This is an optimization exercise on Yosys and OpenROAD, whose aim is small area and a short achievable clock period, not a production implementation.
The RTL was checked by simulation tests, not by an equivalence proof against the original design.
Power figures rest on the tool's default switching activity, not on a simulated workload.

Design r10k_sched, start of the top module:
module r10k_sched (
    input  logic        clk,
    input  logic        rst,           
    input  logic [7:0]  n_insts,       
    output logic [7:0]  prog_addr,     
    input  logic [31:0] prog_data0,    
    input  logic [31:0] prog_data1,    
    output logic [1:0]  status,        
    output logic [15:0] cycle,
    output logic [1:0]  fetch_v,
    output logic [15:0] fetch_idx,
    output logic [1:0]  decode_v,
    output logic [15:0] decode_idx,
    output logic [1:0]  dispatch_v,
    output logic [15:0] dispatch_idx,
    output logic [1:0]  issue_v,
    output logic [15:0] issue_idx,
    output logic [1:0]  execute_v,
    output logic [15:0] execute_idx,
    output logic [1:0]  complete_v,
    output logic [15:0] complete_idx,
    output logic [1:0]  retire_v,
    output logic [15:0] retire_idx
);
  localparam logic [1:0] ST_RUN = 2'd0, ST_DONE = 2'd1, ST_ABORT = 2'd2;
  localparam int DECW = 17;
  logic [7:0]             fp, nd, nr;
  logic [1:0]             fq_len, dq_len;
  logic [4:0]             rob_cnt;
  logic [4:0]             flc;                  
  logic [1:0][DECW-1:0]   fq, dq;
  logic [15:0]            rob_done, rob_dv;
  logic [15:0]            map_rdy;
  logic [3:0]             rs_busy, rs_iss, rs_w1, rs_w2;
  logic [3:0][3:0]        rs_t1, rs_t2, rs_d;
  logic [3:0][7:0]        rs_idx;
  logic [3:0]             rs_lat;               
  logic [1:0]             xq_len;
  logic [1:0][1:0]        xq_k;                 
  logic [1:0]             cq_len;
  logic [1:0][3:0]        cq_d;
  logic [1:0][7:0]        cq_idx;
  logic [1:0]             cq_lat;               
  logic [1:0]             cq_wait;
  logic [15:0]            cycle_r;
  logic [1:0]             status_r;
  logic [6:0][1:0]        ev_v;                 
  logic [1:0][7:0]        ev_iss_idx, ev_cmp_idx;
  logic [3:0][3:0]        rs_slot;
  logic [1:0][3:0]        cq_slot;
  always_comb begin
    for (int q = 0; q < 4; q++) rs_slot[q] = rs_idx[q][3:0];
    for (int j = 0; j < 2; j++) cq_slot[j] = cq_idx[j][3:0];
  ...
Settings: LEC_CHECK=0, CAP_MARGIN=20, CORE_MARGIN=2, CORE_UTILIZATION=40, CTS_CLUSTER_DIAMETER=100, CTS_CLUSTER_SIZE=20, SLEW_MARGIN=20; clock period 11.0 ns.
standard.sh (not shown) runs the stock make flow with config.mk's settings and CLKGATE_MAP_FILE= SYNTH_SCRIPT=/design/flow/synth_recipe.tcl, a recipe that flattens the netlist after the stock synthesis.
==> flow/flow/run.sh <==
#!/bin/bash
# The standard layout (the standard.sh, standard synthesis unchanged), with two changes to
# how the layout is optimised, not to what it is measured against:
#  - the port buffers are plain buffers (buf_1) instead of the default delay-style cell;
#  - the setup repair aims for more slack than the standard margin, and may change a cell's
#    footprint when it resizes.
# make's full output goes to flow.log here; ORFS's per-step logs stay under orfs/logs.
set -euo pipefail
bash standard.sh "BUFFER_PORTS_ARGS=-buffer_cell sky130_fd_sc_hd__buf_1" \
  SETUP_SLACK_MARGIN=7 MATCH_CELL_FOOTPRINT=0 finish > flow.log 2>&1
Change:
==> flow/flow/run.sh (replaced) <==
#!/bin/bash
# The standard layout (the standard.sh, standard synthesis unchanged), with two changes to
# how the layout is optimised, not to what it is measured against:
#  - the port buffers are plain buffers (buf_2) instead of the default delay-style cell;
#  - the setup repair aims for more slack than the standard margin, and may change a cell's
#    footprint when it resizes.
# make's full output goes to flow.log here; ORFS's per-step logs stay under orfs/logs.
set -euo pipefail
bash standard.sh "BUFFER_PORTS_ARGS=-buffer_cell sky130_fd_sc_hd__buf_2" \
  SETUP_SLACK_MARGIN=7 MATCH_CELL_FOOTPRINT=0 finish > flow.log 2>&1
The changed run went through all stages and came out clean.
Clock-buffer cell count came out higher by 1.
Core utilization increases by 0.37 points.
Synthesized cell count is unchanged.
Setup slack gains 54 ps.
Change:
--- a/flow/flow/run.sh
+++ b/flow/flow/run.sh
@@ -8,3 +8,3 @@
 set -euo pipefail
 bash standard.sh "BUFFER_PORTS_ARGS=-buffer_cell sky130_fd_sc_hd__buf_2" \
-  SETUP_SLACK_MARGIN=7 MATCH_CELL_FOOTPRINT=0 finish > flow.log 2>&1
+  SETUP_SLACK_MARGIN=7.5 MATCH_CELL_FOOTPRINT=0 finish > flow.log 2>&1
Wire length went up by 5.8%.
Cell area rose by 4.9%.
Die area stays the same.
Non-clock buffer count rises by 67.
Total power rises by 3.8%.
Critical path depth does not change.
Setup slack degrades by 7.4 ps.
Sequential cell count stays the same.
Via count went up by 2.5%.
First-iteration DRC count rose by 13%.
Change:
--- a/flow/flow/run.sh
+++ b/flow/flow/run.sh
@@ -8,3 +8,3 @@
 set -euo pipefail
 bash standard.sh "BUFFER_PORTS_ARGS=-buffer_cell sky130_fd_sc_hd__buf_2" \
-  SETUP_SLACK_MARGIN=7.5 MATCH_CELL_FOOTPRINT=0 finish > flow.log 2>&1
+  SETUP_SLACK_MARGIN=7 MATCH_CELL_FOOTPRINT=0 finish > flow.log 2>&1
- CORE_UTILIZATION: 40 -> 50
What happened: The new run completed with no timing, DRC or antenna violations. Die area decreases by 20%. Final area decreases by 5.8%. Worst hold slack gains 39 ps.
Change:
--- a/flow/flow/run.sh
+++ b/flow/flow/run.sh
@@ -8,3 +8,3 @@
 set -euo pipefail
 bash standard.sh "BUFFER_PORTS_ARGS=-buffer_cell sky130_fd_sc_hd__buf_2" \
-  SETUP_SLACK_MARGIN=7 MATCH_CELL_FOOTPRINT=0 finish > flow.log 2>&1
+  SETUP_SLACK_MARGIN=6.5 MATCH_CELL_FOOTPRINT=0 finish > flow.log 2>&1
- CORE_UTILIZATION: 50 -> 40
=>
- The new run completed without violations
- final area falls by 0.43%
- wire length barely changes
- worst setup slack got worse by 460 ps
- total power rises by 0.58%
- fmax falls by 11%
- final cell count rises by 4.4%
- die area rises by 25%
- count of clock-buffer cells in the layout falls by 1
- first-iteration DRC count rises by 18%
- area after synthesis does not change
Change:
--- a/flow/flow/run.sh
+++ b/flow/flow/run.sh
@@ -8,3 +8,3 @@
 set -euo pipefail
 bash standard.sh "BUFFER_PORTS_ARGS=-buffer_cell sky130_fd_sc_hd__buf_2" \
-  SETUP_SLACK_MARGIN=6.5 MATCH_CELL_FOOTPRINT=0 finish > flow.log 2>&1
+  SETUP_SLACK_MARGIN=7 MATCH_CELL_FOOTPRINT=0 finish > flow.log 2>&1
- CTS_BUF_LIST: default -> sky130_fd_sc_hd__clkbuf_8 sky130_fd_sc_hd__clkbuf_16
After rerunning: Core utilization rose by 0.70 points; clock skew rose by 17 ps; global-route usage went up by 0.31 points.

## separate check: timing with driven ports
Ports are ideal in the flow. The routed layouts listed here were re-timed in OpenROAD. Step 1 assumes that a clkbuf_16 drives the clock port and a buf_2 every other input. Step 2 adds t to the input delays and takes it off the output delays; t is the mean of the earliest and latest rising clock arrival at the registers after step 1. Input paths then give back, and output paths get back, about the clock's delay inside the block. a / b / c = ideal ports / drivers / drivers and shift; a / b = the first two.
run | t (ns) | slack for setup (ns) | worst setup path after step 2 | clock arrival spread, ns | worst data-port slew with drivers (ns)
the first run | 0.663 | 6.990 / 6.926 / 6.500 | input to register | 0.038 / 0.037 | 0.05
the second run | 0.669 | 7.044 / 6.980 / 6.511 | input to register | 0.034 / 0.033 | 0.04
the third run | 0.686 | 7.037 / 6.976 / 6.635 | input to register | 0.048 / 0.048 | 0.08
the fourth run | 0.651 | 7.048 / 6.987 / 6.466 | input to register | 0.026 / 0.025 | 0.04
the fifth run | 0.643 | 6.584 / 6.584 / 6.121 | input to register | 0.016 / 0.016 | 0.05
the sixth run | 0.669 | 7.042 / 6.978 / 6.498 | input to register | 0.034 / 0.034 | 0.04
After both steps every run listed still meets setup and hold. For the fourth run, which loses most, drivers alone change the setup slack by -0.061 ns; drivers and shift together by -0.582 ns.
